From an optimization exercise on the open Yosys and OpenROAD flow, aimed at small area and a short achievable clock period; shortcuts taken in it are not production practice.
The RTL was checked by simulation tests, not by an equivalence proof against the original design.

## flow/design.v (module list and top-level ports; edited modules follow where they fit)
// module infoled_frame_encoder: 21 lines
// module infoled_fa: 4 lines
// module infoled_ha: 4 lines
// module infoled_core: 1655 lines
module infoled_core (
    input  wire        clk,
    input  wire        rst,
    input  wire [31:0] now_us,
    input  wire        cmd_valid,
    input  wire [18:0] cmd_word,
    input  wire [5:0]  sym_rd_addr,
    output wire        out_symbol_value,
    output wire [7:0]  out_brightness,
    output wire        out_flatten,
    output wire [7:0]  ri_brightness,
    output wire        ri_calib_active,
    output wire [3:0]  ri_calib_index,
    output wire        ri_frame_active,
    output wire [5:0]  ri_frame_index,
    output wire [1:0]  checksum,
    output wire [15:0] payload_q,
    output wire [31:0] epoch_q,
    output wire [4:0]  status,
    output wire        sym_rd_data,
    output wire        sym_rd_valid
);
  // ...
==> flow/flow/run.sh <==
#!/bin/bash
set -euo pipefail
export BUFFER_PORTS_ARGS="-buffer_cell sky130_fd_sc_hd__buf_1"
bash standard.sh finish > standard_flow.log 2>&1
==> flow/standard.sh <==
#!/bin/bash
# synth_recipe.tcl (not shown) runs the flow's synth.tcl, then flattens the netlist and writes it again
# the make line also repeats each setting of config.mk as NAME=value (left out here)
make -C /OpenROAD-flow-scripts/flow DESIGN_CONFIG=/design/flow/config.mk WORK_HOME=/design/flow/orfs CLKGATE_MAP_FILE= SYNTH_SCRIPT=/design/flow/synth_recipe.tcl "${@:-finish}"
==> flow/config.mk <==
export PLATFORM = sky130hd
export DESIGN_NAME = infoled_core
export DESIGN_NICKNAME = infoled_core
export VERILOG_FILES = /design/flow/design.v
export SDC_FILE = /design/flow/constraint.sdc
export NUM_CORES = 4
export LEC_CHECK = 0
export ABC_AREA = 1
export CAP_MARGIN = 20
export CORE_MARGIN = 2
export CORE_UTILIZATION = 55
export CTS_BUF_LIST = sky130_fd_sc_hd__clkbuf_8
export SLEW_MARGIN = 20
export SYNTH_HIERARCHICAL = 1
export SYNTH_MINIMUM_KEEP_SIZE = 0
==> flow/constraint.sdc <==
create_clock -name core_clock -period 200.0 [get_ports {clk}]
set_input_delay 40.0000 -clock core_clock [delete_from_list [all_inputs] [get_ports {clk}]]
set_output_delay 40.0000 -clock core_clock [all_outputs]
set_load 0.01 [all_outputs]
==> results.py, run 1 <==
metrics = {
    "sta": {
        "fin_setup_tns_ns": 0,
        "worst_hold_slack_ns": 0.467,
        "rsz0062_at_grt": "no",
        "final-hold-violation-count": 0,
        "fin_crit_ns": 109.12,
    },
    "yosys": {
        "synth_top_family_by_area": "adder cells",
        "yosys.area.top_type_share_pct": 38.2,
        "yosys_most_used_dff": "dfxtp_1",
        "ys_warn_count": 7,
        "synth_area_leaders": "fa_1 (38%), ha_1 (8.9%), dfxtp_1 (8.4%), nand2_1 (7.6%), inv_1 (7.3%)",
        "synth_xor_area_share_pct": 5.18,
        "synth_most_common_cell": "nand2_1",
        "synthAdderAreaFrac_pct": 47.1,
    },
    "final_layout": {
        "multi_input_area_share_pct": 77.1,
        "areaGrowthSynthToFinish_pct": 6.40,
        "multiInputGateArea_um2": 10400,
        "largest_class": "multi-input gates",
        "final_layout_size_suffix_gt1_share_pct": 4.92,
        "nets": 2057,
        "finalNonFillerCells": 1951,
        "finalInstanceArea_um2": 13500,
    },
    "grt": {
        "grt_pass1_wl_um": 50800,
        "grt_max_degree": 66,
        "use_met1_pct": 36.2,
        "use_met2_pct": 44.1,
        "grt_pass1_vias": 10400,
        "overflow": 0,
    },
    "route": {
        "maxUsedRoutingLayer": "met4",
    },
    "critical_path": {
        "slowest_delay_ns": 0.55,
        "timing.rr.start": "en",
        "worst-path-stages": 159,
        "cp_slowest_cell": "fa_1",
        "r2r_setup_slack_ns": 197.96,
        "path_buf_inv": 26,
        "critical_path.startpoint_type": "primary input",
    },
    "min_path": {
        "hp-class": "reg2reg",
        "hold_path.startpoint": "err_illegal",
    },
    "placed_design": {
        "dp_cells": 1943,
        "pre_cts_ws_ns": 91.02,
    },
    "run_status": {
        "status": "no timing/DRC/antenna violations",
    },
    "die": {
        "io_pins": 147,
    },
    "clock_tree": {
        "postCtsSetupRepairBufs": 0,
    },
}
==> run 2: changes to the inputs <==
--- a/flow/config.mk
+++ b/flow/config.mk
@@ -9,7 +9,6 @@
 export CAP_MARGIN = 20
 export CORE_MARGIN = 2
 export CORE_UTILIZATION = 55
-export CTS_BUF_LIST = sky130_fd_sc_hd__clkbuf_8
 export SLEW_MARGIN = 20
 export SYNTH_HIERARCHICAL = 1
 export SYNTH_MINIMUM_KEEP_SIZE = 0
==> run 2 against run 1 <==
Sequential cell count is the same. Via count is essentially flat. Non-clock buffer count unchanged. Die area unchanged. Critical path type unchanged. Still clean on timing, DRC and antenna.
==> results.py, run 2 <==
metrics = {
    "sta": {
        "finClkSkew_ns": 0.00648,
        "setup_viol": 0,
        "period_share_pct": 54.6,
        "slew_viol_final": 0,
        "final-hold-violation-count": 0,
        "max_slew_margin_pct": 34.5,
        "fin_crit_ns": 109.11,
        "fmax_mhz": 9.16,
        "worst_slew_pin_slew_ns": 0.976,
        "rsz0062_at_grt": "no",
        "worst_hold_slack_ns": 0.463,
        "fin_setup_tns_ns": 0,
    },
    "final_layout": {
        "largest_register": "epoch",
        "final_layout_size_suffix_gt1_share_pct": 4.92,
        "antennaDiodeCount": 0,
        "mostFrequentLayoutCell": "nand2_1",
        "layout_common_cells": "nand2_1 (257), inv_1 (246), fa_1 (242)",
        "top_regs": "epoch x32, payload x16, pattern x2",
        "nFillCells": 2095,
        "largest_reg_flops": 32,
        "nets": 2057,
        "areaGrowthSynthToFinish_pct": 6.84,
    },
    "yosys": {
        "seq_area_frac_synth_pct": 8.38,
        "ys_ff_latch": 53,
        "syn_area_um2": 12700,
        "synth_area_leaders": "fa_1 (38%), ha_1 (8.9%), dfxtp_1 (8.4%), nand2_1 (7.6%), inv_1 (7.3%)",
        "yosys_most_used_dff": "dfxtp_1",
        "synth_edf_count": 0,
        "ys_warn_count": 7,
        "ys_types": 52,
        "syn-num-nets": 1941,
        "yosys.area.top_type_share_pct": 38.2,
        "synth_top_cell_by_area": "fa_1",
        "async_flop_share_pct": 0,
        "syn_inst": 1549,
        "synth_top_cells_by_count": "nand2_1 (257), inv_1 (246), fa_1 (242)",
        "synth_most_common_cell": "nand2_1",
        "syn-mean-instance-area_um2": 8.18,
    },
    "critical_path": {
        "cp_max_fo": 42,
        "cp-end-kind": "output port",
        "critPathMostFrequentCell": "fa_1",
        "critPathRequiredTime_ns": 160.00,
        "cp_slowest_cell": "fa_1",
        "crit_type": "in2out",
        "crit_arrival_ns": 69.11,
        "slowest_delay_ns": 0.55,
        "critical_path.startpoint_type": "primary input",
    },
    "die": {
        "num_rows": 55,
        "io_pins": 147,
        "die-area_um2": 24300,
        "die_w_um": 156,
        "die_h_um": 156,
        "start_util_pct": 55.9,
        "coreArea_um2": 22600,
    },
    "clock_tree": {
        "root_buffer": "clkbuf_16",
        "numCtsBuffers": 5,
        "cts_max_level": 2,
        "path_clk_slew_ns": 0.07,
        "postCtsSetupRepairBufs": 0,
        "cts_hold_buf": 0,
        "cts_buffer_depth": 2,
        "cts.sinks": 53,
        "cts_tree": "yes",
        "worstSkewPairLatency_ns": 0.30,
        "ctsResizeCount": 0,
    },
    "route": {
        "wl_met3_um": 1390,
        "postRouteWirelength_um": 30700,
        "wl_per_cell_um": 15.7,
        "drtAntennaViolNets": 0,
        "drtIter0Drc": 469,
        "drc": 0,
        "dr_total_vias": 10400,
        "drt-met1-wl_um": 14100,
        "viasPerCell": 5.33,
        "dr.pass1.iters": 6,
        "maxUsedRoutingLayer": "met4",
        "wl_met2_um": 14400,
    },
    "run_status": {
        "status": "no timing/DRC/antenna violations",
    },
    "grt": {
        "grt_pass1_wl_um": 50800,
        "track_usage_pct": 26.2,
        "antenna_found_initial": 0,
        "overflow": 0,
        "grt_max_degree": 66,
        "grt_pass1_vias": 10400,
    },
    "placed_design": {
        "gp_congestion": 0.948,
        "dp_hpwl_um": 26600,
        "port_buffers": 146,
    },
    "min_path": {
        "hp-class": "reg2reg",
    },
    "flow_run": {
        "drv_cap": 0,
    },
}
[run 2: cells by family (layout without fill, tap and decap cells)]
kind of cell	after synthesis	after routing	share of synthesized area (%)
muxes	3	3	0.237
adders and majority gates	332	332	47.1
buffers and inverters	300	417	9.64
DFF	53	53	8.38
xor gates and xnor gates	74	74	5.18
and+or+nand+nor	611	611	21.7
AOI/OAI and AO/OA	176	176	7.71
[run 2: final timing paths]
check | startpoint | slack (ns) | endpoint | cells past startpoint
worst max-delay path | now_us[0] | 90.89 | out_symbol_value | 159
worst max register to register | en | 197.95 | payload[9] | 7
worst min-delay path | err_illegal | 0.46 | err_illegal | 2
worst min register to register | err_illegal | 0.46 | err_illegal | 2
[run 2: routing by layer]
layer  GRT usage, %  vias up
met1           36.2     4978
li1               -     5094
met4           6.99        0
met2           44.2      283
met5              0        -
met3           2.92       49
[run 2: area by class of cell]
| cell class | instances | area (um2) | share of cell area [%] |
|---|---|---|---|
| sequential | 53 | 1060 | 7.84 |
| multi-input combinational | 1196 | 10400 | 76.8 |
| timing repair buffer | 150 | 578 | 4.27 |
| inverter | 259 | 972 | 7.18 |
| clock buffer | 5 | 125 | 0.924 |
| clock inverter | 3 | 43.8 | 0.324 |
| tap | 285 | 357 | 2.63 |
[run 2: Yosys stat by module (local to each module, per instance)]
module	area (um2)	times used	flops+latches
infoled_core	7180	1	53
infoled_fa	20.0	242	0
infoled_ha	12.5	51	0
[run 2: worst max-delay path: cells and delay by family]
family / cells / cell delay (ns)
AO/OA/AOI/OAI: 7 / 1.49
XOR/XNOR: 4 / 1.03
adder cells (fa/ha/maj): 45 / 15.47
buffers and inverters: 26 / 2.21
AND/OR/NAND/NOR: 77 / 8.90
[run 2: stage by stage]
| step | util (%) | worst slack, ns | instances | cell area [um2] |
|---|---|---|---|---|
| after floorplan | - | 93.70 | 1549 | 12700 |
| after global placement | 59.0 | 91.67 | 1943 | 13400 |
| after detailed placement | 59.0 | 91.02 | 1943 | 13400 |
| after CTS | 59.7 | 90.98 | 1951 | 13500 |
| after global routing | 59.8 | 88.19 | 1951 | 13500 |
| final | 59.8 | 90.89 | 1951 | 13500 |
==> run 3: changes to the inputs <==
--- a/flow/config.mk
+++ b/flow/config.mk
@@ -8,7 +8,8 @@
 export ABC_AREA = 1
 export CAP_MARGIN = 20
 export CORE_MARGIN = 2
-export CORE_UTILIZATION = 55
+export CORE_UTILIZATION = 80
+export CTS_BUF_LIST = sky130_fd_sc_hd__clkbuf_8
 export SLEW_MARGIN = 20
 export SYNTH_HIERARCHICAL = 1
 export SYNTH_MINIMUM_KEEP_SIZE = 0
==> run 3 against run 2 <==
Register-to-register slack got worse by 0.07 ns. Die area shrank 31%. Critical path depth increased by 2. Synthesized cell count is the same. Sequential share of layout area increased by 0.10 points. Routed wire length increased by 17%. Via count is 11% higher. Synthesized area unchanged. Fmax fell by 0.85%. Final area down 1.3%. Critical path type unchanged. Largest cell class unchanged.
==> results.py, run 3 <==
metrics = {
    "critical_path": {
        "path_buf_inv": 27,
        "cp_slowest_cell": "fa_1",
        "critPathRequiredTime_ns": 160.00,
        "critPathMostFrequentCell": "fa_1",
        "startpoint": "now_us[0]",
        "crit_type": "in2out",
        "cp-end-kind": "output port",
        "path_delay_family": "adder cells",
        "critical_path.startpoint_type": "primary input",
        "cp_max_fo": 42,
        "slowest_delay_ns": 0.52,
        "timing.rr.start": "en",
        "crit_arrival_ns": 70.05,
    },
    "sta": {
        "slew_viol_final": 0,
        "final-hold-violation-count": 0,
        "fmax_mhz": 9.09,
        "period_share_pct": 55.0,
        "worst_slew_pin_slew_ns": 1.01,
        "rsz0062_at_grt": "no",
        "setup_viol": 0,
        "max_slew_margin_pct": 32.5,
        "finClkSkew_ns": 0.00365,
        "fin_setup_tns_ns": 0,
        "fin_crit_ns": 110.05,
    },
    "final_layout": {
        "largest_reg_flops": 32,
        "layout_common_cells": "nand2_1 (257), inv_1 (246), fa_1 (242)",
        "nets": 2056,
        "final_layout_size_suffix_gt1_share_pct": 4.86,
        "mostFrequentLayoutCell": "nand2_1",
        "finalInstanceArea_um2": 13400,
        "top_regs": "epoch x32, payload x16, pattern x2",
        "finalNonFillerCells": 1877,
        "largest_register": "epoch",
        "areaGrowthSynthToFinish_pct": 5.47,
        "fin_util_pct": 87.2,
    },
    "die": {
        "start_util_pct": 82.7,
        "die_h_um": 130,
        "die-area_um2": 16900,
        "coreArea_um2": 15300,
        "die_w_um": 130,
        "io_pins": 147,
        "num_rows": 45,
    },
    "yosys": {
        "synth_top_cell_by_area": "fa_1",
        "synthAdderAreaFrac_pct": 47.1,
        "seq_area_frac_synth_pct": 8.38,
        "synth_top_cells_by_count": "nand2_1 (257), inv_1 (246), fa_1 (242)",
        "synth_edf_count": 0,
        "syn_area_um2": 12700,
        "synth_area_leaders": "fa_1 (38%), ha_1 (8.9%), dfxtp_1 (8.4%), nand2_1 (7.6%), inv_1 (7.3%)",
        "muxShareOfSynthArea_pct": 0.237,
        "synth_compound_area_share_pct": 7.71,
        "syn_inst": 1549,
        "synth_top_family_by_area": "adder cells",
        "yosys_most_used_dff": "dfxtp_1",
        "synthSimpleGateAreaFrac_pct": 21.7,
        "ys_ff_latch": 53,
        "ys_warn_count": 7,
        "syn-mean-instance-area_um2": 8.18,
        "yosys.area.top_type_share_pct": 38.2,
        "synth_most_common_cell": "nand2_1",
        "async_flop_share_pct": 0,
        "synth_xor_area_share_pct": 5.18,
        "syn-num-nets": 1941,
        "ys_types": 52,
    },
    "route": {
        "drc": 0,
        "wl_per_cell_um": 19.1,
        "drtAntennaViolNets": 0,
        "dr.pass1.iters": 6,
        "drtIter0Drc": 1326,
        "dr_total_vias": 11600,
        "postRouteWirelength_um": 35800,
        "viasPerCell": 6.17,
    },
    "clock_tree": {
        "worstSkewPairLatency_ns": 0.32,
        "numCtsBuffers": 5,
        "cts.sinks": 53,
        "ctsResizeCount": 0,
        "cts_buffer_depth": 2,
        "postCtsSetupRepairBufs": 0,
        "cts_max_level": 2,
        "cts_tree": "yes",
        "root_buffer": "clkbuf_8",
        "path_clk_slew_ns": 0.10,
        "cts_hold_buf": 0,
    },
    "placed_design": {
        "gp_congestion": 0.978,
        "port_buffers": 146,
        "place_area_um2": 13300,
        "dp_hpwl_um": 29500,
        "dp_cells": 1867,
    },
    "run_status": {
        "status": "no timing/DRC/antenna violations",
    },
    "min_path": {
        "hp-class": "reg2reg",
        "hold_path.startpoint": "err_illegal",
    },
    "grt": {
        "grt_pass1_wl_um": 57000,
        "overflow": 0,
        "track_usage_pct": 43.9,
        "grt_pass1_vias": 11800,
        "antenna_found_initial": 1,
        "grt_max_degree": 66,
    },
    "flow_run": {
        "drv_cap": 0,
    },
}
==> run 3: layer usage <==
layer / GRT usage (%) / routed length, um
met5: 0 / 0
met4: 24.4 / 2260
met3: 11.5 / 3640
met2: 72.6 / 17100
met1: 52.8 / 12800
==> run 3: logic make-up (layout without fill, tap and decap cells) <==
logic type / Yosys count / after routing
fa+ha+maj: 332 / 332
mux: 3 / 3
compound gates: 176 / 176
other cells: 0 / 1
flops: 53 / 53
xor+xnor: 74 / 74
simple gates: 611 / 611
buf+inv: 300 / 416
==> run 3: worst min-delay path, cell delays in order (launching register included) <==
cell     delay, ns
dfxtp_1       0.33
inv_1         0.05
a21oi_1       0.05
==> run 3: final cells by class <==
class                           count  area, um2
Antenna cell                        1       2.50
Sequential cell                    53       1060
Tap cell                          211        264
Multi-Input combinational cell   1196      10400
Clock buffer                        5       68.8
Fill cell                         842       1950
Timing Repair Buffer              149        583
Inverter                          259        972
Clock inverter                      3       18.8
==> run 3: modules after synthesis (local to each module, per instance) <==
module / flops+latches / area, um2 / copies in the design
infoled_core: 53 / 7180 / 1
infoled_ha: 0 / 12.5 / 51
infoled_fa: 0 / 20.0 / 242
==> run 3: final timing paths <==
kind | slack [ns] | end | cells after the start
worst max-delay path | 89.95 | out_symbol_value | 161
worst min-delay path | 0.47 | err_illegal | 2
worst max register to register | 197.88 | payload[13] | 7
worst min register to register | 0.47 | err_illegal | 2
==> run 3: per-stage QoR <==
step	hold WS [ns]	worst slack [ns]
floorplan	0.426	93.70
global placement	0.439	92.17
finish	0.466	89.95
detailed placement	0.451	90.45
CTS	0.465	90.32
global route	0.478	87.83
==> run 4: changes to the inputs <==
--- a/flow/config.mk
+++ b/flow/config.mk
@@ -8,8 +8,9 @@
 export ABC_AREA = 1
 export CAP_MARGIN = 20
 export CORE_MARGIN = 2
-export CORE_UTILIZATION = 80
+export CORE_UTILIZATION = 70
 export CTS_BUF_LIST = sky130_fd_sc_hd__clkbuf_8
+export GPL_TIMING_DRIVEN = 1
 export SLEW_MARGIN = 20
 export SYNTH_HIERARCHICAL = 1
 export SYNTH_MINIMUM_KEEP_SIZE = 0
==> run 4 against run 3 <==
Largest cell class unchanged. Highest routed layer unchanged. Clock-buffer cell count is the same. Synthesized cell count is the same. Worst hold slack lost 0.0078 ns. Global-route usage shrank 12 points. Non-clock buffer count shrank 1. Sequential share of layout area is essentially flat. Utilization shrank 12 points. Setup slack gained 0.84 ns. First-iteration DRC count shrank 47%. Via count shrank 9.0%.
==> results.py, run 4 <==
metrics = {
    "run_status": {
        "status": "no timing/DRC/antenna violations",
    },
    "die": {
        "coreArea_um2": 17800,
        "io_pins": 147,
        "die_h_um": 139,
        "start_util_pct": 71.0,
        "die_w_um": 139,
        "num_rows": 49,
        "die-area_um2": 19200,
    },
    "yosys": {
        "ys_warn_count": 7,
        "yosys.area.top_type_share_pct": 38.2,
        "synth_area_leaders": "fa_1 (38%), ha_1 (8.9%), dfxtp_1 (8.4%), nand2_1 (7.6%), inv_1 (7.3%)",
        "seq_area_frac_synth_pct": 8.38,
        "synth_edf_count": 0,
        "syn-mean-instance-area_um2": 8.18,
        "syn-num-nets": 1941,
        "ys_types": 52,
        "synth_most_common_cell": "nand2_1",
        "syn_area_um2": 12700,
        "yosys_most_used_dff": "dfxtp_1",
        "syn_inst": 1549,
        "ys_ff_latch": 53,
        "synth_top_cells_by_count": "nand2_1 (257), inv_1 (246), fa_1 (242)",
        "synth_top_cell_by_area": "fa_1",
        "async_flop_share_pct": 0,
    },
    "placed_design": {
        "dp_cells": 1885,
        "dp_hpwl_um": 25500,
        "pre_cts_ws_ns": 90.96,
        "gp_congestion": 0.982,
        "port_buffers": 146,
    },
    "grt": {
        "overflow": 0,
        "track_usage_pct": 31.5,
        "grt_pass1_vias": 10600,
        "antenna_found_initial": 0,
        "grt_max_degree": 66,
        "grt_pass1_wl_um": 49400,
    },
    "clock_tree": {
        "ctsResizeCount": 0,
        "root_buffer": "clkbuf_8",
        "worstSkewPairLatency_ns": 0.32,
        "path_clk_slew_ns": 0.10,
        "cts_max_level": 2,
        "numCtsBuffers": 5,
        "cts.sinks": 53,
        "cts_buffer_depth": 2,
        "cts_hold_buf": 0,
        "cts_tree": "yes",
        "postCtsSetupRepairBufs": 0,
    },
    "sta": {
        "max_slew_margin_pct": 32.7,
        "fmax_mhz": 9.16,
        "final-hold-violation-count": 0,
        "rsz0062_at_grt": "no",
        "finClkSkew_ns": 0.00887,
        "setup_ws_ns": 90.79,
        "period_share_pct": 54.6,
        "fin_crit_ns": 109.21,
        "setup_viol": 0,
        "worst_slew_pin_slew_ns": 1.00,
        "slew_viol_final": 0,
        "fin_setup_tns_ns": 0,
    },
    "final_layout": {
        "areaGrowthSynthToFinish_pct": 5.59,
        "mostFrequentLayoutCell": "nand2_1",
        "layout_common_cells": "nand2_1 (257), inv_1 (245), fa_1 (242)",
        "largest_reg_flops": 32,
        "antennaDiodeCount": 0,
        "fin_util_pct": 75.0,
        "multiInputGateArea_um2": 10400,
        "top_regs": "epoch x32, payload x16, pattern x2",
        "largest_register": "epoch",
        "final_layout_size_suffix_gt1_share_pct": 4.87,
        "nFillCells": 1463,
        "regArea_um2": 1060,
        "finalNonFillerCells": 1893,
        "nets": 2055,
    },
    "critical_path": {
        "cp_slowest_cell": "fa_1",
        "cp_max_fo": 42,
        "r2r_cells": 7,
        "critPathRequiredTime_ns": 160.00,
        "cp-end-kind": "output port",
        "crit_arrival_ns": 69.21,
        "critPathMostFrequentCell": "fa_1",
        "reg2reg_to": "payload[13]",
        "timing.rr.start": "en",
        "slowest_delay_ns": 0.59,
        "crit_path_end": "out_symbol_value",
        "startpoint": "now_us[0]",
        "crit_type": "in2out",
        "critical_path.startpoint_type": "primary input",
        "r2r_setup_slack_ns": 198.05,
    },
    "route": {
        "postRouteWirelength_um": 29400,
        "drtIter0Drc": 705,
        "viasPerCell": 5.56,
        "drtAntennaViolNets": 0,
        "drc": 0,
        "dr_total_vias": 10500,
        "dr.pass1.iters": 5,
        "wl_per_cell_um": 15.6,
    },
    "min_path": {
        "hp-class": "reg2reg",
    },
    "flow_run": {
        "drv_cap": 0,
    },
}
==> run 4: cell counts after synthesis <==
Identical to the previous run, type by type.
==> run 4: final cells by class <==
| cell class | count | share of cell area (%) |
|---|---|---|
| clock buffer | 5 | 0.515 |
| clock inverter | 3 | 0.196 |
| inverter | 259 | 7.27 |
| multi-input combinational | 1196 | 77.7 |
| sequential | 53 | 7.93 |
| tap | 229 | 2.14 |
| timing repair buffer | 148 | 4.21 |
==> run 4: cell families after synthesis <==
kind of cell	share of synthesized area, %
adders and majority gates	47.1
xor gates and xnor gates	5.18
DFF	8.38
buffers and inverters	9.64
muxes	0.237
AOI/OAI and AO/OA	7.71
and+or+nand+nor	21.7
==> run 4: worst min path at each step <==
stage | slack, ns | to | from | cells past startpoint
floorplan | 0.43 | err_illegal | err_illegal | 2
global placement | 0.44 | err_illegal | err_illegal | 2
detailed placement | 0.45 | err_illegal | err_illegal | 2
CTS | 0.46 | err_illegal | err_illegal | 2
global route | 0.50 | err_illegal | err_illegal | 2
finish | 0.46 | err_illegal | err_illegal | 2
==> run 4: per-layer routing <==
layer	global-route usage [%]	share of wire [%]	vias up
met3	4.61	6.9	75
met2	51.0	46	389
met5	0	0	-
li1	-	-	5095
met1	43.0	43	4973
met4	13.1	4.1	0
==> run 4: per-module statistics from Yosys, one instance, submodules excluded <==
module / flip-flops and latches / cells / cell area (um2)
infoled_ha: 0 / 1 / 12.5
infoled_core: 53 / 1256 / 7180
infoled_fa: 0 / 1 / 20.0
==> run 4: through the flow <==
stage / cell area [um2] / hold WS (ns)
finish: 13400 / 0.458
global route: 13400 / 0.500
global placement: 13300 / 0.437
floorplan: 12700 / 0.426
detailed placement: 13300 / 0.446
CTS: 13400 / 0.462
==> run 4: critical path, delay by kind of cell <==
kind                       cells  cell delay (ns)
AOI/OAI and AO/OA              7             1.44
xor gates and xnor gates       4             1.02
adders and majority gates     44            15.40
buffers and inverters         26             2.30
and+or+nand+nor               78             9.03
==> run 5: changes to the inputs <==
--- a/flow/config.mk
+++ b/flow/config.mk
@@ -10,7 +10,7 @@
 export CORE_MARGIN = 2
 export CORE_UTILIZATION = 70
 export CTS_BUF_LIST = sky130_fd_sc_hd__clkbuf_8
-export GPL_TIMING_DRIVEN = 1
+export PLACE_DENSITY = 0.85
 export SLEW_MARGIN = 20
 export SYNTH_HIERARCHICAL = 1
 export SYNTH_MINIMUM_KEEP_SIZE = 0
==> run 5 against run 4 <==
First-iteration DRC count is 0.43% lower. Sequential cell count stayed put. Cell count hardly changed. Clock-buffer cell count stayed put. Die area stayed put. Sequential share of layout area hardly changed. Setup slack better by 0.0028 ns. Critical path depth is 1 lower. Final area hardly changed. Critical path type unchanged. Largest cell class unchanged. Highest routed layer unchanged.
==> results.py, run 5 <==
metrics = {
    "critical_path": {
        "slowest_delay_ns": 0.56,
        "path_buf_inv": 26,
        "critPathRequiredTime_ns": 160.00,
        "critical_path.startpoint_type": "primary input",
        "crit_arrival_ns": 69.20,
        "critPathMostFrequentCell": "fa_1",
        "crit_type": "in2out",
        "cp_slowest_cell": "fa_1",
        "path_delay_family": "adder cells",
        "cp-end-kind": "output port",
        "cp_max_fo": 42,
    },
    "grt": {
        "grt_pass1_vias": 11100,
        "grt_busiest_layer": "met2",
        "track_usage_pct": 33.0,
        "grt_pass1_wl_um": 52000,
        "grt_max_degree": 66,
        "overflow": 0,
        "grtUsageMet3_pct": 5.40,
        "use_met2_pct": 56.1,
        "use_met1_pct": 43.0,
        "antenna_found_initial": 0,
    },
    "sta": {
        "worst_slew_pin_slew_ns": 0.963,
        "fin_crit_ns": 109.20,
        "slew_viol_final": 0,
        "setup_viol": 0,
        "fmax_mhz": 9.16,
        "period_share_pct": 54.6,
        "rsz0062_at_grt": "no",
        "finClkSkew_ns": 0.00682,
        "final-hold-violation-count": 0,
        "max_slew_margin_pct": 35.4,
        "fin_setup_tns_ns": 0,
    },
    "route": {
        "postRouteWirelength_um": 30700,
        "wl_per_cell_um": 16.2,
        "dr_total_vias": 10700,
        "viasPerCell": 5.65,
        "drtAntennaViolNets": 0,
        "drc": 0,
        "drtIter0Drc": 702,
        "dr.pass1.iters": 5,
    },
    "yosys": {
        "synth_compound_area_share_pct": 7.71,
        "syn-num-nets": 1941,
        "yosys_most_used_dff": "dfxtp_1",
        "syn_area_um2": 12700,
        "ys_types": 52,
        "yosys.area.top_type_share_pct": 38.2,
        "muxShareOfSynthArea_pct": 0.237,
        "synthSimpleGateAreaFrac_pct": 21.7,
        "synth_top_family_by_area": "adder cells",
        "synth_top_cells_by_count": "nand2_1 (257), inv_1 (246), fa_1 (242)",
        "synth_most_common_cell": "nand2_1",
        "async_flop_share_pct": 0,
        "seq_area_frac_synth_pct": 8.38,
        "synth_area_leaders": "fa_1 (38%), ha_1 (8.9%), dfxtp_1 (8.4%), nand2_1 (7.6%), inv_1 (7.3%)",
        "ys_ff_latch": 53,
        "syn_inst": 1549,
        "ys_warn_count": 7,
        "synth_edf_count": 0,
        "synth_top_cell_by_area": "fa_1",
        "synthAdderAreaFrac_pct": 47.1,
        "syn-mean-instance-area_um2": 8.18,
        "synth_xor_area_share_pct": 5.18,
    },
    "clock_tree": {
        "root_buffer": "clkbuf_8",
        "numCtsBuffers": 5,
        "cts_hold_buf": 0,
        "worstSkewPairLatency_ns": 0.33,
        "ctsResizeCount": 0,
        "cts_max_level": 2,
        "path_clk_slew_ns": 0.11,
        "cts_buffer_depth": 2,
        "cts.sinks": 53,
        "cts_tree": "yes",
        "postCtsSetupRepairBufs": 0,
    },
    "final_layout": {
        "largest_reg_flops": 32,
        "largest_register": "epoch",
        "antennaDiodeCount": 0,
        "final_layout_size_suffix_gt1_share_pct": 4.86,
        "top_regs": "epoch x32, payload x16, pattern x2",
        "areaGrowthSynthToFinish_pct": 5.62,
        "nets": 2056,
        "mostFrequentLayoutCell": "nand2_1",
        "nFillCells": 1360,
        "layout_common_cells": "nand2_1 (257), inv_1 (246), fa_1 (242)",
    },
    "flow_run": {
        "drv_cap": 0,
    },
    "placed_design": {
        "gp_congestion": 0.965,
        "port_buffers": 146,
        "dp_hpwl_um": 26500,
    },
    "die": {
        "num_rows": 49,
        "start_util_pct": 71.0,
        "die-area_um2": 19200,
        "coreArea_um2": 17800,
        "io_pins": 147,
        "die_h_um": 139,
        "die_w_um": 139,
    },
    "run_status": {
        "status": "no timing/DRC/antenna violations",
    },
    "min_path": {
        "hp-class": "reg2reg",
    },
}
## run 5: cell counts after synthesis
No cell type changed its count.
## run 5: cell families (layout without fill, tap and decap cells)
family	Yosys count	after routing
compound gates	176	176
simple gates	611	611
buf+inv	300	416
fa+ha+maj	332	332
xor+xnor	74	74
flops	53	53
mux	3	3
## run 5: layout make-up
class	instances	area (um2)	area share, %
clock buffers	5	68.8	0.514
clock inverters	3	22.5	0.168
inverters	259	972	7.27
multi-input cells	1196	10400	77.7
flip-flops and latches	53	1060	7.93
well taps	229	287	2.14
repair buffers	149	571	4.26
## run 5: worst paths after layout
| check | startpoint | endpoint | slack (ns) | depth (start not counted) |
|---|---|---|---|---|
| setup / recovery | now_us[0] | out_symbol_value | 90.80 | 158 |
| hold / removal | err_illegal | err_illegal | 0.47 | 2 |
| setup reg to reg | en | payload[9] | 198.04 | 7 |
| hold reg to reg | err_illegal | err_illegal | 0.47 | 2 |
## run 5: tightest hold or removal path: cells and delay by family, from the launching register on
| family | cells | cell delay [ns] |
|---|---|---|
| compound gates | 1 | 0.05 |
| flops | 1 | 0.33 |
| buf+inv | 1 | 0.05 |
## run 5: per-stage QoR
step	cell area, um2	cells	hold slack [ns]	utilization (%)	setup WS (ns)
after floorplan	12700	1549	0.426	-	93.70
after global routing	13400	1894	0.491	75.0	88.35
after detailed placement	13300	1886	0.456	74.4	90.98
after CTS	13400	1894	0.471	74.9	90.94
after global placement	13300	1886	0.439	74.4	91.89
final	13400	1894	0.470	75.0	90.80
## run 5: per-module statistics from Yosys (local to each module, per instance)
module | cell area [um2] | flip-flops and latches | cells
infoled_ha | 12.5 | 0 | 1
infoled_core | 7180 | 53 | 1256
infoled_fa | 20.0 | 0 | 1
## run 5: per-layer routing
metal / vias to the layer above / part of all wire [%]
met3: 92 / 6.4
li1: 5100 / -
met1: 5092 / 42
met4: 0 / 3.6
met5: - / 0
met2: 419 / 48
==> run 6: changes to the inputs <==
--- a/flow/config.mk
+++ b/flow/config.mk
@@ -10,7 +10,6 @@
 export CORE_MARGIN = 2
 export CORE_UTILIZATION = 70
 export CTS_BUF_LIST = sky130_fd_sc_hd__clkbuf_8
-export PLACE_DENSITY = 0.85
 export SLEW_MARGIN = 20
 export SYNTH_HIERARCHICAL = 1
 export SYNTH_MINIMUM_KEEP_SIZE = 0
==> run 6 against run 5 <==
Final area about the same. Cell count about the same. Fmax about the same. Utilization about the same. Critical path type unchanged. Critical path depth increased by 1. Die area unchanged. Setup slack got worse by 0.0028 ns. Clock skew increased by 0.0020 ns. Synthesized cell count unchanged. Worst hold slack got worse by 0.012 ns.
==> results.py, run 6 <==
metrics = {
    "run_status": {
        "status": "no timing/DRC/antenna violations",
    },
    "yosys": {
        "syn-mean-instance-area_um2": 8.18,
        "synth_area_leaders": "fa_1 (38%), ha_1 (8.9%), dfxtp_1 (8.4%), nand2_1 (7.6%), inv_1 (7.3%)",
        "yosys_most_used_dff": "dfxtp_1",
        "seq_area_frac_synth_pct": 8.38,
        "async_flop_share_pct": 0,
        "syn_area_um2": 12700,
        "ys_warn_count": 7,
        "ys_types": 52,
        "synth_top_cells_by_count": "nand2_1 (257), inv_1 (246), fa_1 (242)",
        "syn_inst": 1549,
        "yosys.area.top_type_share_pct": 38.2,
        "synth_top_cell_by_area": "fa_1",
        "synth_most_common_cell": "nand2_1",
        "syn-num-nets": 1941,
        "synth_edf_count": 0,
        "ys_ff_latch": 53,
    },
    "clock_tree": {
        "cts_max_level": 2,
        "cts.sinks": 53,
        "cts_tree": "yes",
        "worstSkewPairLatency_ns": 0.32,
        "numCtsBuffers": 5,
        "ctsResizeCount": 0,
        "cts_buffer_depth": 2,
        "cts_hold_buf": 0,
        "root_buffer": "clkbuf_8",
        "path_clk_slew_ns": 0.10,
        "postCtsSetupRepairBufs": 0,
    },
    "sta": {
        "setup_ws_ns": 90.79,
        "worst_slew_pin_slew_ns": 1.00,
        "setup_viol": 0,
        "worst_hold_slack_ns": 0.458,
        "fmax_mhz": 9.16,
        "rsz0062_at_grt": "no",
        "period_share_pct": 54.6,
        "finClkSkew_ns": 0.00887,
        "max_slew_margin_pct": 32.7,
        "slew_viol_final": 0,
        "fin_setup_tns_ns": 0,
        "fin_crit_ns": 109.21,
        "final-hold-violation-count": 0,
    },
    "route": {
        "drc": 0,
        "postRouteWirelength_um": 29400,
        "viasPerCell": 5.56,
        "dr.pass1.iters": 5,
        "drtAntennaViolNets": 0,
        "drtIter0Drc": 705,
        "wl_per_cell_um": 15.6,
        "dr_total_vias": 10500,
    },
    "grt": {
        "track_usage_pct": 31.5,
        "grt_pass1_wl_um": 49400,
        "grt_max_degree": 66,
        "grt_pass1_vias": 10600,
        "overflow": 0,
        "antenna_found_initial": 0,
    },
    "placed_design": {
        "dp_hpwl_um": 25500,
        "pre_cts_ws_ns": 90.96,
        "port_buffers": 146,
        "place_area_um2": 13300,
        "gp_congestion": 0.982,
    },
    "final_layout": {
        "layout_common_cells": "nand2_1 (257), inv_1 (245), fa_1 (242)",
        "antennaDiodeCount": 0,
        "largest_register": "epoch",
        "nets": 2055,
        "areaGrowthSynthToFinish_pct": 5.59,
        "mostFrequentLayoutCell": "nand2_1",
        "final_layout_size_suffix_gt1_share_pct": 4.87,
        "top_regs": "epoch x32, payload x16, pattern x2",
        "finalInstanceArea_um2": 13400,
        "nFillCells": 1463,
        "largest_reg_flops": 32,
    },
    "critical_path": {
        "cp_max_fo": 42,
        "critical_path.startpoint_type": "primary input",
        "cp-end-kind": "output port",
        "slowest_delay_ns": 0.59,
        "critPathRequiredTime_ns": 160.00,
        "cp_slowest_cell": "fa_1",
        "crit_type": "in2out",
        "critPathMostFrequentCell": "fa_1",
        "crit_arrival_ns": 69.21,
    },
    "die": {
        "die-area_um2": 19200,
        "io_pins": 147,
        "num_rows": 49,
        "die_w_um": 139,
        "coreArea_um2": 17800,
        "start_util_pct": 71.0,
        "die_h_um": 139,
    },
    "flow_run": {
        "drv_cap": 0,
    },
    "min_path": {
        "hp-class": "reg2reg",
    },
}
[run 6: kinds of logic (layout without fill, tap and decap cells)]
family,Yosys count,in the layout,share of synthesized area [%]
xor+xnor,74,74,5.18
simple gates,611,611,21.7
mux,3,3,0.237
flops,53,53,8.38
fa+ha+maj,332,332,47.1
compound gates,176,176,7.71
buf+inv,300,415,9.64
[run 6: final timing paths]
path | startpoint | cells after the start | to | slack (ns)
setup reg to reg | en | 7 | payload[13] | 198.05
hold reg to reg | err_illegal | 2 | err_illegal | 0.46
hold / removal | err_illegal | 2 | err_illegal | 0.46
setup / recovery | now_us[0] | 159 | out_symbol_value | 90.79
[run 6: stage by stage]
stage	cells	utilization [%]
6_report	1893	75.0
5_1_grt	1893	75.0
4_1_cts	1893	74.9
3_5_place_dp	1885	74.4
3_3_place_gp	1885	74.4
2_1_floorplan	1549	-
[run 6: area by class of cell]
cell class | instances | area [um2] | share of cell area [%]
well taps | 229 | 287 | 2.14
repair buffers | 148 | 563 | 4.21
multi-input cells | 1196 | 10400 | 77.7
clock inverters | 3 | 26.3 | 0.196
flip-flops and latches | 53 | 1060 | 7.93
inverters | 259 | 972 | 7.27
clock buffers | 5 | 68.8 | 0.515
[run 6: critical path, delay by kind of cell]
| kind | cells | cell delay, ns |
|---|---|---|
| XOR/XNOR | 4 | 1.02 |
| buffers and inverters | 26 | 2.30 |
| AND/OR/NAND/NOR | 78 | 9.03 |
| AO/OA/AOI/OAI | 7 | 1.44 |
| adder cells (fa/ha/maj) | 44 | 15.40 |
[run 6: routing by layer]
| metal | global-route usage, % | up-vias | routed length (um) |
|---|---|---|---|
| met1 | 43.0 | 4973 | 12600 |
| met4 | 13.1 | 0 | 1200 |
| met5 | 0 | - | 0 |
| met3 | 4.61 | 75 | 2040 |
| met2 | 51.0 | 389 | 13600 |
| li1 | - | 5095 | - |
[run 6: per-module statistics from Yosys (local to each module, per instance)]
module	cells inside	area (um2)
infoled_core	1256	7180
infoled_ha	1	12.5
infoled_fa	1	20.0

[re-timing with driven ports]
In the flow no input, the clock included, has a driving cell. The finished layouts below were timed again as built, in two steps.
Step 1 (the two cells are an assumption about what drives the block):
set clk [get_ports {clk}]
set_driving_cell -lib_cell sky130_fd_sc_hd__clkbuf_16 $clk
set_driving_cell -lib_cell sky130_fd_sc_hd__buf_2 [delete_from_list [all_inputs] $clk]
Step 2 moves the port delays by t, midway between the first and last clock arrival at a register: inputs arrive t later, outputs are due t later. That takes back most of the time a late clock gives input paths.
Three values: ideal ports, drivers, drivers and shift; two values: the first two.
run	t (ns)	setup slack, ns	worst hold slack (ns)	latest minus earliest clock arrival (ns)
run 1	0.352	90.879 / 90.857 / 90.857	0.467 / 0.467 / 0.467	0.013 / 0.013
run 2	0.333	90.888 / 90.866 / 90.866	0.463 / 0.463 / 0.463	0.010 / 0.009
run 3	0.351	89.950 / 89.930 / 89.930	0.466 / 0.466 / 0.466	0.006 / 0.006
run 4	0.355	90.794 / 90.774 / 90.774	0.458 / 0.458 / 0.458	0.010 / 0.009
run 5	0.359	90.797 / 90.766 / 90.766	0.470 / 0.470 / 0.470	0.018 / 0.018
run 6	0.355	90.794 / 90.774 / 90.774	0.458 / 0.458 / 0.458	0.010 / 0.009
After both steps setup and hold are still met in every run listed. The setup slack of run 5, which loses most, moves by -0.031 ns with the drivers and by -0.031 ns with both steps.
